What follows belongs to an exercise in optimizing a design on an open flow for small area, a short achievable clock period and few clock cycles; a production flow would make more cautious choices. Function was checked by simulation only, so behaviour that the tests miss may differ from the original. No activity file was given, so power comes from the tool's default toggle rates.

`design.v`:
```
module bfx_core (
    input  wire         clk,
    input  wire         rst,
    input  wire         cmd_valid,
    output wire         cmd_ready,
    input  wire [127:0] cmd_hdr,
    input  wire         pay_valid,
    output wire         pay_ready,
    input  wire [7:0]   pay_data,
    output wire         rsp_valid,
    input  wire         rsp_ready,
    output wire [7:0]   rsp_status,
    output wire [31:0]  rsp_value,
    output wire [31:0]  rsp_rlen,
    output wire         res_valid,
    input  wire         res_ready,
    output wire [7:0]   res_data
);
    localparam [7:0] OP_WRAP        = 8'h01, OP_ALLOCATE     = 8'h02,
                     OP_REMAINING   = 8'h03, OP_FLIP         = 8'h04,
                     OP_GET_BITS    = 8'h10, OP_GET_BITS_AT  = 8'h11,
                     OP_GET_BYTES   = 8'h12, OP_GET_BYTES_AT = 8'h13,
                     OP_PUT_BITS    = 8'h20, OP_PUT_BITS_AT  = 8'h21,
                     OP_PUT_BYTES   = 8'h22, OP_PUT_BYTES_AT = 8'h23,
                     OP_PUT_INT     = 8'h24, OP_PUT_SHORT    = 8'h25,
                     OP_ARRAY       = 8'h30, OP_USED_ARRAY   = 8'h31,
                     OP_PICK_MIDDLE = 8'h40, OP_PICK_LEFT    = 8'h41,
                     OP_PICK_RIGHT  = 8'h42, OP_RIGHT_MASK   = 8'h43,
                     OP_LEFT_MASK   = 8'h44;
    localparam [2:0] ST_OK = 3'd0, ST_INVALID_ARG = 3'd1, ST_OUT_OF_RANGE = 3'd2,
                     ST_ILLEGAL = 3'd3, ST_NO_BUFFER = 3'd4, ST_CAPACITY = 3'd5;
    reg         valid;
    reg [5:0]   len;           
    reg [2:0]   cap3;          
    reg [2:0]   pad;           
    reg [8:0]   pos;           
    reg [255:0] store;
    reg         cmd_rdy;       
    reg         rsp_v;
    reg [2:0]   r_status;
    reg [8:0]   r_value;
    reg [5:0]   r_rlen;
    reg         res_v;
    reg [7:0]   res_d;
    reg [5:0]   res_left;      
    reg         pay_rdy;
    reg [31:0]  creg;          
    reg [8:0]   bl;            
    reg [8:0]   ptr;           
    reg         c1;            
    reg         ok_r;          
    reg         k_w;           
    reg         k_at;          
    reg         b_hi_z;        
    reg         k_wrap, k_alloc, k_flip, k_seq, k_getat, k_at_bytes,
                k_arr, k_used, k_pay;
    wire [5:0]  k    = ptr[8:3];
    wire [2:0]  b    = ptr[2:0];
    wire [3:0]  m_o  = ptr[7:4];                     
    wire [4:0]  m_e  = ptr[8:4] + {4'd0, ptr[3]};    
    wire [7:0]  eb [0:15];
    wire [7:0]  ob [0:15];
    genvar g;
    generate
        for (g = 0; g < 16; g = g + 1) begin : g_eo
            assign eb[g] = store[255 - 16*g -: 8];
            assign ob[g] = store[247 - 16*g -: 8];
        end
    endgenerate
    wire [15:0] oh_e = 16'd1 << m_e[3:0];
    wire [15:0] oh_o = 16'd1 << m_o;
    reg  [7:0]  ev, ov;
    integer q;
    always @(*) begin
        ev = 8'h00;
        ov = 8'h00;
        for (q = 0; q < 16; q = q + 1) begin
            ev = ev | (eb[q] & {8{oh_e[q]}});
            ov = ov | (ob[q] & {8{oh_o[q]}});
        end
    end
    wire [15:0] win  = k[0] ? {ov, ev} : {ev, ov};
    wire [15:0] wsh  = win << b;
    wire [7:0]  w8   = wsh[15:8];                    
    wire        bl_ge8   = (bl[8:3] != 6'd0);
    wire        bl_last  = !bl_ge8 || (bl[3] && bl[8:4] == 5'd0 && bl[2:0] == 3'd0);   
    wire        full8    = k_pay ? bl_ge8 : (bl[2:0] == 3'd0);
    wire [3:0]  chunk    = full8 ? 4'd8 : {1'b0, bl[2:0]};
    wire [8:0]  bl_nx    = bl_last ? 9'd0 :
                           (k_pay || bl[2:0] == 3'd0) ? {bl[8:3] - 6'd1, bl[2:0]} : {bl[8:3], 3'b000};
    wire [1:0]  cbyte    = bl[4:3] - {1'b0, bl[2:0] == 3'd0};      
    reg  [7:0]  cb;
    always @(*) begin
        case (cbyte)
            2'd0:    cb = creg[7:0];
            2'd1:    cb = creg[15:8];
            2'd2:    cb = creg[23:16];
            default: cb = creg[31:24];
        endcase
    end
    wire [7:0]  tmask = ~(8'hFF >> chunk);
    wire [7:0]  sral  = cb << (4'd8 - chunk);           
    wire [7:0]  src8  = k_pay ? pay_data : sral;
    wire [15:0] d16   = {src8 & tmask, 8'h00} >> b;
    wire [15:0] m16   = {tmask, 8'h00} >> b;
    wire [15:0] mrg   = (win & ~m16) | d16;
    wire        pay_fire = pay_valid && pay_rdy;
    wire        wact     = ok_r && k_w && (bl != 9'd0) && !(c1 && k_at);
    wire        wen      = wact && (!k_pay || pay_fire);
    wire        clr      = c1 && ok_r && k_alloc;
    wire [7:0]  we_v     = clr ? 8'h00 : (k[0] ? mrg[7:0]  : mrg[15:8]);
    wire [7:0]  wo_v     = clr ? 8'h00 : (k[0] ? mrg[15:8] : mrg[7:0]);
    wire [3:0]  nr_at    = (bl[2:0] == 3'd0) ? 4'd8 : {1'b0, bl[2:0]};
    wire [3:0]  p_delta  = wact ? chunk : (c1 && k_getat) ? nr_at : 4'd8;
    wire [3:0]  pn_lo    = {1'b0, ptr[2:0]} + p_delta[3:0];
    wire [8:0]  ptr_nx   = {ptr[8:3] + {5'd0, pn_lo[3]}, pn_lo[2:0]};
    wire [9:0]  at_end  = {1'b0, ptr} + {1'b0, bl};
    wire        at_in   = b_hi_z && (ptr[7:3] < len) && (at_end <= {1'b0, len8});
    wire        at_abs  = (at_end + {7'd0, pad} <= {1'b0, len8});
    wire        at_bad  = c1 && k_at && ok_r && !(at_in && (at_abs || !k_w));
    wire        mv      = c1 && ok_r && k_seq;
    wire [8:0]  pos_add = pos + bl;
    wire [8:0]  pos_new = (c1 && ok_r && (k_wrap || k_alloc || k_flip)) ? 9'd0 :
                          mv ? pos_add : pos;
    wire [7:0]  op  = cmd_hdr[127:120];
    wire [23:0] rsv = cmd_hdr[119:96];
    wire [31:0] A   = cmd_hdr[95:64];
    wire [31:0] B   = cmd_hdr[63:32];
    wire [31:0] C   = cmd_hdr[31:0];
    wire rsv_z = (rsv == 24'd0);
    wire a_z   = (A == 32'd0);
    wire b_z   = (B == 32'd0);
    wire c_z   = (C == 32'd0);
    wire c8_z  = (C[31:8] == 24'd0);
    wire c16_z = (C[31:16] == 16'd0);
    wire is_wrap   = (op == OP_WRAP);
    wire is_alloc  = (op == OP_ALLOCATE);
    wire is_flip   = (op == OP_FLIP);
    wire is_gbits  = (op == OP_GET_BITS);
    wire is_gbyt   = (op == OP_GET_BYTES);
    wire is_gbitsa = (op == OP_GET_BITS_AT);
    wire is_gbyta  = (op == OP_GET_BYTES_AT);
    wire is_pbits  = (op == OP_PUT_BITS);
    wire is_pbitsa = (op == OP_PUT_BITS_AT);
    wire is_pbyt   = (op == OP_PUT_BYTES);
    wire is_pbyta  = (op == OP_PUT_BYTES_AT);
    wire is_pint   = (op == OP_PUT_INT);
    wire is_pshort = (op == OP_PUT_SHORT);
    wire is_arr    = (op == OP_ARRAY);
    wire is_used   = (op == OP_USED_ARRAY);
    wire is_getat  = is_gbitsa || is_gbyta;
    wire is_putat  = is_pbitsa || is_pbyta;
    wire is_pay    = is_wrap || is_pbyt || is_pbyta;
    wire is_sput   = is_pbits || is_pbitsa || is_pint || is_pshort;
    reg legal;
    always @(*) begin
        case (op)
            OP_WRAP:                         legal = a_z && b_z;
            OP_ALLOCATE:                     legal = b_z && c_z;
            OP_REMAINING, OP_FLIP,
            OP_ARRAY, OP_USED_ARRAY:         legal = a_z && b_z && c_z;
            OP_GET_BITS, OP_GET_BYTES:       legal = b_z && c_z;
            OP_GET_BITS_AT, OP_GET_BYTES_AT: legal = c_z;
            OP_PUT_BITS:                     legal = b_z && c8_z;
            OP_PUT_BITS_AT:                  legal = c8_z;
            OP_PUT_BYTES:                    legal = b_z;
            OP_PUT_BYTES_AT:                 legal = 1'b1;
            OP_PUT_INT:                      legal = b_z;
            OP_PUT_SHORT:                    legal = b_z && c16_z;
            OP_PICK_MIDDLE:                  legal = c8_z;
            OP_PICK_LEFT, OP_PICK_RIGHT:     legal = b_z && c8_z;
            OP_RIGHT_MASK, OP_LEFT_MASK:     legal = b_z && c_z;
            default:                         legal = 1'b0;
        endcase
        legal = legal && rsv_z;
    end
    wire needs_buf = !(is_wrap || is_alloc || op[7:4] == 4'h4);
    wire [8:0]  a9      = A[8:0];
    wire        a_neg   = A[31];
    wire        a_small = (A[31:9] == 23'd0);            
    wire        a_le8   = (A[31:4] == 28'd0) && (A[3:0] <= 4'd8);
    wire        a_le16  = (A[31:5] == 27'd0) && (A[4:0] <= 5'd16);
    wire        a_le32  = (A[31:6] == 26'd0) && (A[5:0] <= 6'd32);
    wire        a_le256 = a_small && (a9 <= 9'd256);
    wire [8:0]  len8    = {len, 3'b000};
    wire [8:0]  len8p   = len8 - {6'd0, pad};
    wire [8:0]  rem     = len8p - pos;
    wire        rem_lt  = !(a_small && (a9 <= rem));
    wire        in_stor = 1'b1;                            
    wire        abs_ok  = 1'b1;
    wire        gt_dlen = ({3'b000, A} > {C, 3'b000});
    wire        c_gt32  = (C[31:6] != 26'd0) || (C[5:0] > 6'd32);
    wire        pm_ok   = (B[31:4] == 28'd0) && (B[3:0] <= 4'd8) &&
                          (A[31:4] == 28'd0) && (A[3:0] <= B[3:0]);
    reg [2:0] status;
    always @(*) begin
        status = ST_OK;
        if (!legal)
            status = ST_ILLEGAL;
        else if (needs_buf && !valid)
            status = ST_NO_BUFFER;
        else begin
            case (op)
                OP_WRAP:
                    if (c_z)                          status = ST_INVALID_ARG;
                    else if (c_gt32)                  status = ST_CAPACITY;
                OP_ALLOCATE:
                    if (a_neg || a_z)                 status = ST_INVALID_ARG;
                    else if (!a_le256)                status = ST_CAPACITY;
                OP_GET_BITS, OP_PUT_BITS:
                    if (!a_le8)                       status = ST_INVALID_ARG;
                    else if (rem_lt)                  status = ST_OUT_OF_RANGE;
                OP_GET_BITS_AT:
                    if (!a_le8)                       status = ST_INVALID_ARG;
                    else if (rem_lt || !in_stor)      status = ST_OUT_OF_RANGE;
                OP_GET_BYTES:
                    if (a_neg)                        status = ST_INVALID_ARG;
                    else if (rem_lt)                  status = ST_OUT_OF_RANGE;
                OP_GET_BYTES_AT:
                    if (a_neg)                        status = ST_INVALID_ARG;
                    else if (rem_lt || !in_stor)      status = ST_OUT_OF_RANGE;
                OP_PUT_BITS_AT:
                    if (!a_le8)                       status = ST_INVALID_ARG;
                    else if (rem_lt || !in_stor || !abs_ok)
                                                      status = ST_OUT_OF_RANGE;
                OP_PUT_BYTES:
                    if (a_neg || gt_dlen)             status = ST_INVALID_ARG;
                    else if (rem_lt)                  status = ST_OUT_OF_RANGE;
                OP_PUT_BYTES_AT:
                    if (a_neg || gt_dlen)             status = ST_INVALID_ARG;
                    else if (rem_lt || !in_stor || !abs_ok)
                                                      status = ST_OUT_OF_RANGE;
                OP_PUT_INT:
                    if (!a_le32)                      status = ST_INVALID_ARG;
                    else if (rem_lt)                  status = ST_OUT_OF_RANGE;
                OP_PUT_SHORT:
                    if (!a_le16)                      status = ST_INVALID_ARG;
                    else if (rem_lt)                  status = ST_OUT_OF_RANGE;
                OP_PICK_MIDDLE:
                    if (!pm_ok)                       status = ST_INVALID_ARG;
                OP_PICK_LEFT, OP_PICK_RIGHT, OP_RIGHT_MASK, OP_LEFT_MASK:
                    if (!a_le8)                       status = ST_INVALID_ARG;
                default: ;
            endcase
        end
    end
    wire ok = (status == ST_OK);
    wire [3:0] n4       = A[3:0];
    wire [7:0] data8    = C[7:0];
    wire [7:0] low_ones = ~(8'hFF << n4);
    wire [2:0] sh3      = cmd_rdy ? (is_gbyt ? a9[2:0] : n4[2:0]) : bl[2:0];
    wire       sh8      = cmd_rdy ? (is_gbyt ? (a9[2:0] == 3'd0) : n4[3]) :
                                    (k_at_bytes ? (bl[2:0] == 3'd0) : bl[3]);
    wire [15:0] rd_t    = {8'h00, w8} << sh3;
    wire [7:0] rd_n     = sh8 ? w8 : rd_t[15:8];
    wire [15:0] pl_t    = {8'h00, data8} << n4[2:0];
    wire [7:0]  pm_x    = data8 & (8'hFF >> n4);
    wire [15:0] pm_t    = {8'h00, pm_x} << B[3:0];
    reg [8:0] value;
    always @(*) begin
        case (op)
            OP_REMAINING:   value = rem;
            OP_GET_BITS:    value = {1'b0, rd_n};
            OP_PICK_MIDDLE: value = {1'b0, pm_t[15:8]};
            OP_PICK_LEFT:   value = {1'b0, n4[3] ? data8 : pl_t[15:8]};
            OP_PICK_RIGHT:  value = {1'b0, data8 & low_ones};
            OP_RIGHT_MASK:  value = {1'b0, low_ones};
            OP_LEFT_MASK:   value = {1'b0, ~(8'hFF >> n4)};
            default:        value = 9'd0;
        endcase
    end
    wire [5:0] n_bytes  = a9[8:3] + {5'd0, a9[2:0] != 3'd0};    
    wire [5:0] used_len = pos[8:3] + {5'd0, pos[2:0] != 3'd0};
    reg [5:0] rlen;
    always @(*) begin
        case (op)
            OP_GET_BYTES, OP_GET_BYTES_AT: rlen = n_bytes;
            OP_ARRAY:                      rlen = len;
            OP_USED_ARRAY:                 rlen = used_len;
            default:                       rlen = 6'd0;
        endcase
    end
    function [7:0] top_mask(input [2:0] m);
        top_mask = (m == 3'd0) ? 8'hFF : ~(8'hFF >> m);
    endfunction
    wire [7:0] s0       = store[255:248];
    wire [7:0] arr_mask = top_mask(cap3);
    wire [7:0] use_mask = top_mask(pos[2:0]);
    wire [7:0] lmask    = k_arr ? arr_mask : k_used ? use_mask : 8'hFF;
    wire [7:0] s0_arr   = s0 & ((len == 6'd1) ? arr_mask : 8'hFF);
    wire [7:0] s0_used  = s0 & ((used_len == 6'd1) ? use_mask : 8'hFF);
    wire [3:0] h_lo     = {1'b0, pos[2:0]} + {1'b0, a9[2:0]};
    wire       h_cy     = h_lo[3] || (a9[2:0] == 3'd0);
    wire [5:0] ph1      = pos[8:3] + 6'd1;
    assign cmd_ready  = cmd_rdy;
    assign pay_ready  = pay_rdy;
    assign rsp_valid  = rsp_v;
    assign rsp_status = {5'd0, r_status};
    assign rsp_value  = {23'd0, r_value & {9{ok_r}}};
    assign rsp_rlen   = {26'd0, r_rlen & {6{ok_r}}};
    assign res_valid  = res_v && ok_r;
    assign res_data   = res_d;
    wire hdr_fire = cmd_valid && cmd_rdy;
    wire rsp_fire = rsp_v && rsp_ready;
    wire res_fire = res_v && ok_r && res_ready;
    reg        n_rsp_v, n_res_v, n_pay_rdy, n_wbusy;
    always @(*) begin
        n_rsp_v   = (rsp_v && !rsp_fire) || (c1 && k_at);
        n_res_v   = (res_v && ok_r && !(res_fire && res_left == 6'd1)) ||
                    (c1 && k_getat && k_at_bytes && ok_r && res_left != 6'd0);
        n_pay_rdy = (pay_rdy && !(pay_fire && creg == 32'd1)) ||
                    (c1 && k_at && k_pay && creg != 32'd0);
        n_wbusy   = (wact && !k_pay && !bl_last) ||
                    (c1 && k_at && k_w && !k_pay && ok_r && bl != 9'd0);
    end
    always @(posedge clk) begin
        if (rst) begin
            cmd_rdy <= 1'b1;
            rsp_v   <= 1'b0;
            res_v   <= 1'b0;
            pay_rdy <= 1'b0;
            ok_r    <= 1'b0;
            c1      <= 1'b0;
            valid   <= 1'b0;
        end else if (hdr_fire) begin
            cmd_rdy  <= 1'b0;
            c1       <= 1'b1;
            ok_r     <= ok;
            rsp_v    <= !(is_getat || is_putat);
            res_v    <= (is_gbyt || is_arr || is_used) && (rlen != 6'd0);
            pay_rdy  <= is_pay && !c_z && !is_putat;
            k_at     <= is_getat || is_putat;
            b_hi_z   <= (B[31:8] == 24'd0);
            r_status <= status;
            r_value  <= value;
            r_rlen   <= rlen;
            res_left <= rlen;
            creg     <= C;
            bl       <= is_wrap ? {C[5:0], 3'b000} : a9;
            k_w      <= is_sput || is_pay;
            k_wrap   <= is_wrap;
            k_alloc  <= is_alloc;
            k_flip   <= is_flip;
            k_seq    <= is_gbits || is_gbyt || is_pbits || is_pbyt || is_pint || is_pshort;
            k_getat  <= is_getat;
            k_at_bytes <= is_gbyta;
            k_arr    <= is_arr;
            k_used   <= is_used;
            k_pay    <= is_pay;
            if (is_gbyt)
                res_d <= rd_n;
            else if (is_arr)
                res_d <= s0_arr;
            else
                res_d <= s0_used;
            if (is_wrap)
                ptr <= 9'd0;
            else if (is_getat || is_putat)
                ptr <= B[8:0];
            else if (is_arr || is_used)
                ptr <= 9'd8;
            else if (is_gbyt)
                ptr <= {h_cy ? ph1 : pos[8:3], h_lo[2:0]};
        end else begin
            c1      <= 1'b0;
            cmd_rdy <= !(n_rsp_v || n_res_v || n_pay_rdy || n_wbusy);
            rsp_v   <= n_rsp_v;
            res_v   <= n_res_v;
            pay_rdy <= n_pay_rdy;
            pos <= pos_new;
            if (c1 && ok_r) begin
                if (k_wrap) begin
                    valid <= 1'b1;
                    len   <= creg[5:0];
                    cap3  <= 3'd0;
                    pad   <= 3'd0;
                end
                if (k_alloc) begin
                    valid <= 1'b1;
                    len   <= bl[8:3] + {5'd0, bl[2:0] != 3'd0};
                    cap3  <= bl[2:0];
                    pad   <= 3'd0 - bl[2:0];
                end
                if (k_flip && pos[2:0] != 3'd0)
                    pad <= 3'd0 - pos[2:0];
            end
            if (pay_fire)
                creg <= creg - 32'd1;
            if (wen) begin
                bl <= bl_nx;
                if (bl_last)
                    ptr <= pos_new;
                else
                    ptr <= ptr_nx;
            end
            if (res_fire) begin
                res_left <= res_left - 6'd1;
                if (res_left == 6'd1)
                    ptr <= pos_new;
                else begin
                    res_d <= w8 & ((res_left == 6'd2) ? lmask : 8'hFF);
                    ptr   <= ptr_nx;
                end
            end
            if (c1 && k_getat) begin
                if (!k_at_bytes)
                    r_value <= {1'b0, rd_n};
                res_d <= rd_n;
            end
            if (c1) begin
                if (at_bad) begin
                    ok_r     <= 1'b0;
                    r_status <= ST_OUT_OF_RANGE;
                end
                if (k_getat && k_at_bytes && ok_r && res_left != 6'd0)
                    ptr <= ptr_nx;
                else if (k_at && k_w && ok_r && bl != 9'd0)
                    ptr <= ptr;
                else if (!wact && !(res_v && ok_r))
                    ptr <= pos_new;
            end else if (!ok_r)
                ptr <= pos;      
        end
    end
    wire [31:0] k_oh  = 32'd1 << k[4:0];
    wire [31:0] k_sel = (k[5] ? 32'd0 : (k_oh | {k_oh[30:0], 1'b0})) & {32{wen}};
    integer i;
    always @(posedge clk) begin
        for (i = 0; i < 32; i = i + 1)
            if (clr || k_sel[i])
                store[255 - 8*i -: 8] <= (i % 2 == 0) ? we_v : wo_v;
    end
endmodule
```
`flow/run.sh`:
```
#!/bin/bash
# Layout flow: the standard ORFS flow (same synthesis script, same
# config.mk and SDC) with these changes:
#  - port buffers of sky130_fd_sc_hd__buf_2 instead of the default pick;
#  - CTS without dummy loads.
set -euo pipefail
W=$PWD
make -C "$FLOW_HOME" DESIGN_CONFIG="$FLOW_CONFIG" WORK_HOME="$W/orfs" CLKGATE_MAP_FILE= \
    SYNTH_SCRIPT="$W/synth_recipe.tcl" ABC_AREA=1 CAP_MARGIN=20 CORE_MARGIN=2 \
    CORE_UTILIZATION=40 SETUP_SLACK_MARGIN=6 SLEW_MARGIN=20 \
    BUFFER_PORTS_ARGS="-buffer_cell sky130_fd_sc_hd__buf_2" \
    CTS_ARGS="-sink_clustering_enable -repair_clock_nets -dont_use_dummy_load" \
    finish > "$W/make_finish.log" 2>&1
: # left out here: write the final layout as DEF
```
`standard.sh`:
```
#!/bin/bash
# synth_recipe.tcl (not shown) runs the flow's synth.tcl, then flattens the netlist and writes it again
# the make line also repeats each setting of config.mk as NAME=value (left out here)
make -C /OpenROAD-flow-scripts/flow DESIGN_CONFIG=/design/flow/config.mk WORK_HOME=/design/flow/orfs CLKGATE_MAP_FILE= SYNTH_SCRIPT=/design/flow/synth_recipe.tcl "${@:-finish}"
```
`config.mk`:
```
export PLATFORM = sky130hd
export DESIGN_NAME = bfx_core
export DESIGN_NICKNAME = bfx_core
export VERILOG_FILES = /design/flow/design.v
export SDC_FILE = /design/flow/constraint.sdc
export NUM_CORES = 4
export LEC_CHECK = 0
export ABC_AREA = 1
export CAP_MARGIN = 20
export CORE_MARGIN = 2
export CORE_UTILIZATION = 40
export SETUP_SLACK_MARGIN = 5
export SLEW_MARGIN = 20
```
`constraint.sdc`:
```
create_clock -name core_clock -period 10.0 [get_ports {clk}]
set_input_delay 2.0000 -clock core_clock [delete_from_list [all_inputs] [get_ports {clk}]]
set_output_delay 2.0000 -clock core_clock [all_outputs]
set_load 0.01 [all_outputs]
```
==> metrics.md, run 1 <==
| Metric | Value |
|---|---|
| Run status | finished clean |
| CTS tree | yes |
| CP arrival | roughly 4.1 ns |
| Pwr dens | 150 mW/mm^2 |
| Mapped Area | roughly 0.027 sq mm |
| Diode count | 0 |
| First-pass GRT wire length | 137000 um |
| Static Leak | between 10 and 15 nW |
| Ports | 226 |
| Cell family with the largest share of critical-path delay | compound AO/OA/AOI/OAI gates |
| Fin. Hold Viols | 0 |
| Clock sinks | 378 |
| Main synth FF type | edfxtp_1 |
| Htree depth | 2 |
| Sequential fraction of the synthesis area | 0.425 |
| Core area | roughly 0.066 sq mm |
| Fillers | 6424 |
| WHS | 0.510 ns |
| WHS Path Cells | 2 |
| Crit path max-delay cell type | o21ai_1 |
| CP cell instances | buf_2 > nand2_1 > a21oi_2 > buf_4 > nand2_1 > inv_1 > a21oi_1 > o21ai_1 |
| Seq. cell area | 0.0113 sq mm |
| EDFF count, synth | approximately 370 |
| Reg2Reg Setup Slack | 6.06 ns |
| Max Root-Sink Buffers | 3 |
| Tcrit/Tclk final | 0.395 |
| Mux cell area share after synthesis | 0.000754 |
| WL per Instance | 21.3 um |
| Post-synth top area share | 0.420 |
| Most common cell in the netlist | nand2_1 |
| Area Growth Syn to Fin | 17.1% |
| Clock Skew | around 0.073 ns |
| # rows | 94 |
| Largest family of logic cells by synthesized area | simple AND/OR/NAND/NOR gates |
| Crit-path most repeated cell | nand2_1 |
| Post-synthesis cell count | 3286 |
| CP max FO | 19 |
| Reg2Reg Launch Point | bl[4] |
| Starting Density | 0.404 |
| GR Util All Layers | 0.265 |
| Die area | 0.0685 sq mm |
| Leading area contributor after synthesis | edfxtp_1 |
| Synth async-reset ratio | 0 |
| RSZ-0062 raised after global routing | true |
| Met2 WL post-DR | between 40000 and 50000 um |
| WL met1 | 37900 um |
| Synth Area in Adders | 0.0686 |
| Setup_tns | 0 ns |
| Clock transition at the registers of the reported paths | about 0.060 ns |
| Fraction of final layout cells sized beyond drive strength 1 | 0.175 |
| GRT overflow | 0 |
| Compound-Gate Fraction of Synth Area | 0.122 |
| Post-DP HPWL | 69500 um |
| Final worst setup slack | 6.05 ns |
| Startpoint Class | input port |
| Met3 WL | 7060 um |
| Die Wd | 262 um |
| Drt via density | 5.56 |
| Vias in the first global route | around 23000 |
| Slew @ Worst Pin | 1.09 ns |
| Die height | between 200 and 300 um |
| R2R depth | 27 |
| Critical Path RT | 10.18 ns |
| DR pass1 iterations | 8 |
| Max VDD drop | 129 uV |
| Dpl ws | 4.87 ns |
| Critical R2R Capture | ptr[6] |
| Initial antenna violation count | 1 |
| Fin nets | 3824 |
| Avg Cell Area, Syn | 8.08 sq um |
| Simple-Gate Fraction of Synth Area | 0.274 |
| Critical path origin | pay_valid |
| Fin. max-slew vios | 0 |
| Max layer used | met5 |
| Final setup viols | 0 |
| Yosys reg bits | 378 |
| Hold Path Origin | valid |
| Synth Area in XOR/XNOR | 0.0218 |
| Critical Path Sink Type | flop |
| Max-slew headroom at the worst pin | 0.268 |
| Post-layout util | 0.473 |
| Worst min path class | reg2reg |
| Num CTS Buffers | 42 |
| Tot Pwr | 0.00468 W |
| Routability cong. | 0.971 |
| DRC viols | 0 |
| Root buffer cell | clkbuf_16 |
| Yosys cell types | between 70 and 80 |
| MaxCap Viol Count | 0 |
| Area contributors post-synth | edfxtp_1 (42%), nand2_1 (11%), ha_1 (6.4%) |
| CP Class | in2reg |
| Drt first-iter violations | 2401 |
| PortBufs | around 170 |
| Largest net degree at the start of global routing | between 70 and 80 |
| WHS Endpoint | valid |
| WP buf/inv | 3 |
| Final worst path period need | 3.95 ns |
| Multi-input logic area | approximately 0.014 sq mm |
| WL final | 93800 um |
| FMAX | 253 MHz |
| Ys Warns | 1 |
| DRT antenna net count | 0 |
| Clock latency on the worst-skew pair | 0.59 ns |
| Commonest cells in the netlist | nand2_1 (796), edfxtp_1 (371), inv_1 (371) |
| Crit path largest cell delay | between 0.5 and 0.6 ns |
| Via count | 24500 |
[repair_timing]
item | CTS | global route
buffers inserted | 50 | 45
setup endpoints to repair | 309 | 316
hold buffers | 0 | 0
resized for setup | 102 | 160
pin swaps | 30 | 54
cloned | 1 | 5
[state kept, by name, summed over array words and instances (netlist names), 3 cells and up]
signal	count
pad	3
r_status	3
pos	9
creg	32
bl	9
len	6
res_left	6
ptr	9
r_value	9
res_d	8
cap3	3
store	256
r_rlen	6
[through the flow]
| step | instance area (sq um) | std cells |
|---|---|---|
| after detailed placement | 28100 | 4258 |
| after global placement | 28100 | 4258 |
| after global routing | 31100 | 4402 |
| final | 31100 | 4402 |
| after CTS | 30100 | 4351 |
| after floorplan | 26800 | 3339 |
[worst reg2reg max path, cell delays in order (launching register included)]
cell and delay (ns):
edfxtp_1 0.43, nor2_2 0.15, nand2_1 0.09, nor2_2 0.15, nand4_1 0.16, nand3_2 0.16
nor2_2 0.05, inv_2 0.13, o21ai_2 0.09, o21ai_4 0.11, nor2_4 0.08, ha_4 0.21
a21o_1 0.16, a21oi_2 0.17, xnor2_2 0.14, ha_2 0.26, nand3_2 0.08, xor2_1 0.16
inv_1 0.09, a21oi_1 0.06, o21ai_1 0.08, o21ai_1 0.09, nand2_1 0.07, o211ai_1 0.13
nand2_1 0.09, nand3_1 0.09, nand2_1 0.10, nand3_1 0.07
[cells in the final DEF (no fill, tap or decap), drive strengths merged, types with 9 or more instances in the layout]
cell        n
xnor2      18
a211oi      9
o22ai      25
a31oi      19
nand2     819
nand3     334
xor2       48
nand4      52
a22oi      11
or2         9
clkbuf     45
nor4       22
buf       293
o211ai     32
ha        136
inv       375
conb       54
edfxtp    371
nor3       55
a21oi     124
clkinvlp   11
o21ai     253
o21bai      9
o2111ai    22
nor2      316
[where the power goes]
| part | switching [W] | leakage, nW | internal (W) |
|---|---|---|---|
| sequential | 0.0000329 | 3.44 | 0.00189 |
| combinational | 0.000943 | 9.29 | 0.000480 |
| clock | 0.000598 | 0.518 | 0.000735 |
| total | 0.00157 | 13.2 | 0.00310 |
[area by class of cell]
type                    instances  share of cell area
multi-input cells            2429               0.451
flip-flops and latches        378               0.363
repair buffers                297              0.0686
inverters                     389              0.0484
well taps                     864              0.0348
clock buffers                  42              0.0338
repair inverters                3            0.000724
[how the worst max path moves through the flow]
stage	endpoint	slack [ns]	depth (start not counted)
after floorplan	ptr[0]	6.00	10
after global placement	store[68]	5.02	20
after detailed placement	store[68]	4.87	20
after CTS	r_status[0]	5.98	23
after global routing	r_status[0]	5.87	20
final	store[136]	6.05	8
[metal layers]
metal  up-vias  GRT usage
met5         -          0
met4         2      0.113
met3       234     0.0350
met2      1157      0.443
met1     11500      0.345
li1      11600          -
[cells by family after synthesis]
logic type | after synthesis
simple gates | 1616
compound gates | 548
buf+inv | 533
flops | 378
fa+ha+maj | 142
xor+xnor | 66
mux | 2
other cells | 1
Testbench counts, summed over its fixed seeds: cycles 18,829.
==> run 2: changes to the inputs <==
==> flow/run.sh (replaced) <==
#!/bin/bash
# Layout flow: the standard ORFS flow (same synthesis script, same
# config.mk and SDC), run with a larger setup margin for ORFS's timing
# repair so that it keeps improving the paths beyond 5 ns of slack.
set -euo pipefail
W=$PWD
make -C "$FLOW_HOME" DESIGN_CONFIG="$FLOW_CONFIG" WORK_HOME="$W/orfs" CLKGATE_MAP_FILE= \
    SYNTH_SCRIPT="$W/synth_recipe.tcl" ABC_AREA=1 CAP_MARGIN=20 CORE_MARGIN=2 \
    CORE_UTILIZATION=40 SETUP_SLACK_MARGIN=6 SLEW_MARGIN=20 finish > "$W/make_finish.log" 2>&1
: # left out here: write the final layout as DEF
==> run 2 against run 1 <==
  * Sequential cell count unchanged
  * Hold slack improved by 0.051 ns
  * Critical path depth increased by 15
  * Combinational power increased by 11%
  * Synthesized area unchanged
  * Synthesized cell count unchanged
  * Via count increased by 2.3%
  * Sequential share of layout area decreased by 2.5 points
  * Clock skew decreased by 0.059 ns
  * Clock power increased by 16%
  * Largest cell class unchanged
  * Largest power group unchanged
==> metrics.md, run 2 <==
| Metric | Value |
|---|---|
| Run status | finished clean |
| Commonest cells in the netlist | nand2_1 (796), edfxtp_1 (371), inv_1 (371) |
| Die Wd | 262 um (unchanged) |
| Post-layout util | 0.508 (+0.0346) |
| Critical Path RT | 10.26 ns (+0.08 ns) |
| Die height | 262 um (unchanged) |
| Routability cong. | 0.989 (+1.9%) |
| Final worst path period need | 4.00 ns (+0.0531 ns) |
| CP Class | reg2reg |
| Dpl ws | 4.46 ns (-0.406 ns) |
| Fin nets | 3863 (+1.0%) |
| Clock transition at the registers of the reported paths | 0.06 ns (about the same) |
| Seq pwr share | 0.381 (-0.029) |
| Main synth FF type | edfxtp_1 |
| MaxCap Viol Count | 0 (unchanged) |
| Drt via density | 5.60 (+0.66%) |
| Max-slew headroom at the worst pin | 0.278 (+0.0107) |
| EDFF count, synth | 371 (unchanged) |
| Initial antenna violation count | 0 (-1) |
| Ys Warns | 1 (unchanged) |
| Max VDD drop | 103 uV (-20%) |
| Clock latency on the worst-skew pair | 0.58 ns (about the same) |
| Die area | 0.0685 sq mm (unchanged) |
| Fraction of final layout cells sized beyond drive strength 1 | 0.180 (+0.00533) |
| Worst min path class | reg2reg |
| Vias in the first global route | 23300 (+3.2%) |
| Sw Ratio | 0.341 (+0.00469) |
| Sequential fraction of the synthesis area | 0.425 (unchanged) |
| # rows | 94 (unchanged) |
| Leading area contributor after synthesis | edfxtp_1 |
| Area Growth Syn to Fin | 25.7% |
| Ports | 226 (unchanged) |
| Yosys reg bits | 378 (unchanged) |
| Clock sinks | 378 (unchanged) |
| Largest register FFs | 256 (unchanged) |
| Yosys cell types | 73 (unchanged) |
| WL per Instance | 22.1 um (+3.7%) |
| Final setup viols | 0 (unchanged) |
| Fin. Hold Viols | 0 (unchanged) |
| GR Util All Layers | 0.276 (+0.0112) |
| Post-synth top area share | 0.420 (unchanged) |
| Static Leak | 14.0 nW (+5.8%) |
| Post-DP HPWL | 71600 um (+2.9%) |
| Setup_tns | 0 ns (unchanged) |
| CP arrival | 4.26 ns (+0.13 ns) |
| Tcrit/Tclk final | 0.400 (+0.00531) |
| Most common cell after layout, fill and taps aside | nand2_1 |
| Comb pwr share | 0.313 (+0.008) |
| Root buffer cell | clkbuf_16 |
| Critical Path Sink Type | flop |
| Clk network pwr share | 0.306 (+0.021) |
| Largest regs | store (256), creg (32) |
| Pwr dens | 151 mW/mm^2 (+0.24%) |
| Diode count | 0 (unchanged) |
| Final worst setup slack | 6.00 ns (-0.0531 ns) |
| Largest Register | store |
| Startpoint Class | flop |
| Switching power | 0.00172 W (+9.1%) |
| Avg Cell Area, Syn | 8.08 sq um (unchanged) |
| Max Root-Sink Buffers | 3 (unchanged) |
| Most frequent cells in the layout | nand2_1 (743), edfxtp_1 (371), inv_1 (337), nand3_1 (248), nor2_1 (242) |
| Int Power | 0.00331 W (+6.8%) |
| Drt first-iter violations | 2587 (+7.7%) |
| Area contributors post-synth | edfxtp_1 (42%), nand2_1 (11%), ha_1 (6.4%) |
| Fillers | 6301 (-1.9%) |
| DRT antenna net count | 0 (unchanged) |
| Post-synthesis cell count | 3286 (unchanged) |
| Fin. max-slew vios | 0 (unchanged) |
| PortBufs | 171 (unchanged) |
| Synth async-reset ratio | 0 (unchanged) |
| Hold-fix buffers at CTS | 0 (unchanged) |
| Most common cell in the netlist | nand2_1 |
| FMAX | 250 MHz (-1.3%) |
| Largest net degree at the start of global routing | 74 (+4.2%) |
| WL final | 98800 um (+5.4%) |
| DRC viols | 0 (unchanged) |
| Via count | 25100 (+2.3%) |
| Starting Density | 0.404 (unchanged) |
| GRT overflow | 0 (unchanged) |
| Htree depth | 2 (unchanged) |
| First-pass GRT wire length | 142000 um (+3.8%) |
| CP max FO | 3 (-16) |
| CTS tree | yes |
| Clock Skew | 0.0147 ns (-0.0588 ns) |
| Core area | 0.0657 sq mm (unchanged) |
| RSZ-0062 raised after global routing | true |
| Mapped Area | 0.0266 sq mm (unchanged) |
| Slew @ Worst Pin | 1.07 ns (-0.0200 ns) |
| Num CTS Buffers | 43 (+2.4%) |
| DR pass1 iterations | 6 (-2) |
[run 2: power groups by stage]
| stage | sequential [W] | combinational [W] | clock (W) |
|---|---|---|---|
| 3_3_place_gp | 0.00196 | 0.00119 | 0 |
| 3_5_place_dp | 0.00196 | 0.00119 | 0 |
| 4_1_cts | 0.00192 | 0.00139 | 0.00155 |
| 2_1_floorplan | 0.00194 | 0.000806 | 0 |
| 5_1_grt | 0.00192 | 0.00170 | 0.00162 |
| 6_report | 0.00192 | 0.00157 | 0.00154 |
[run 2: per-layer routing]
| metal | part of all wire | global-route usage | up-vias |
|---|---|---|---|
| met1 | 0.40 | 0.356 | 11800 |
| met3 | 0.072 | 0.0364 | 239 |
| met5 | 0 | 0 | - |
| met2 | 0.48 | 0.468 | 1181 |
| li1 | - | - | 11800 |
| met4 | 0.045 | 0.114 | 0 |
[run 2: path summary, 6_finish.rpt]
| check | depth (start not counted) | start | end | slack [ns] |
|---|---|---|---|---|
| max reg2reg | 23 | ptr[0] | r_status[0] | 6.00 |
| max | 23 | ptr[0] | r_status[0] | 6.00 |
| min | 2 | valid | valid | 0.56 |
| min reg2reg | 2 | valid | valid | 0.56 |
[run 2: cells by family after synthesis]
group / Yosys count / synth area share
mux: 2 / 0.000754
xor+xnor: 66 / 0.0218
buf+inv: 533 / 0.0878
other cells: 1 / 0.000141
simple gates: 1616 / 0.274
fa+ha+maj: 142 / 0.0686
compound gates: 548 / 0.122
flops: 378 / 0.425
[run 2: critical path, cell delays in order (launching register included)]
cell,delay [ns]
edfxtp_1,0.45
buf_12,0.17
ha_4,0.15
fa_2,0.36
xor2_2,0.20
ha_4,0.23
a21oi_2,0.11
inv_1,0.07
a31oi_4,0.18
nor2_2,0.06
nand2_1,0.08
xnor2_1,0.11
inv_1,0.08
ha_4,0.27
nand2_2,0.06
nor2_2,0.09
a211oi_2,0.04
o21ai_1,0.11
a21oi_1,0.09
o21ai_2,0.26
nand2_2,0.11
nand3_4,0.12
nand3_4,0.10
a21oi_4,0.17
[run 2: metrics by stage]
step | hold slack (ns) | instances | power (W) | cell area, sq um
after detailed placement | 0.542 | 4257 | 0.00316 | 28900
after global placement | 0.533 | 4257 | 0.00315 | 28900
after CTS | 0.553 | 4401 | 0.00486 | 31600
final | 0.561 | 4475 | 0.00503 | 33400
after floorplan | 0.445 | 3339 | 0.00275 | 26800
after global routing | 0.560 | 4475 | 0.00523 | 33400
[run 2: layout make-up]
cell class	count	area, sq um	share of cell area
multi-input combinational	2431	14700	0.441
sequential	378	11300	0.338
timing repair buffer	335	3390	0.102
inverter	389	1550	0.0463
clock buffer	50	1120	0.0337
tap	864	1080	0.0324
clock inverter	27	218	0.00652
timing repair inverter	1	7.51	0.000225
[run 2: what timing repair did]
| action | in CTS | in global routing |
|---|---|---|
| endpoints found under the setup margin | 504 | 525 |
| buffers inserted | 65 | 66 |
| resized for setup | 218 | 307 |
| pin swaps | 30 | 92 |
| gates cloned | 2 | 7 |

-- re-timing with driven ports --
No port has a modelled driver above. Below, the same layouts with a new extraction and two added sets of constraints.
Step 1 assumes that a clkbuf_16 drives the clock port and a buf_2 every other input.
Step 2 moves the port delays by t, midway between the first and last clock arrival at a register: inputs arrive t later, outputs are due t later. That takes back most of the time a late clock gives input paths.
Three values: ideal, step 1, step 2; two values: the first two.
run	t (ns)	setup WS [ns]	worst hold slack (ns)	worst setup path at the end
run 1	0.606	6.051 / 6.059 / 5.480	0.510 / 0.510 / 0.510	input to register
run 2	0.628	5.998 / 5.971 / 5.443	0.561 / 0.561 / 0.561	input to register
After both steps every run listed still meets setup and hold. The setup slack of run 1, which loses most, moves by +0.008 ns with the drivers and by -0.571 ns with both steps.
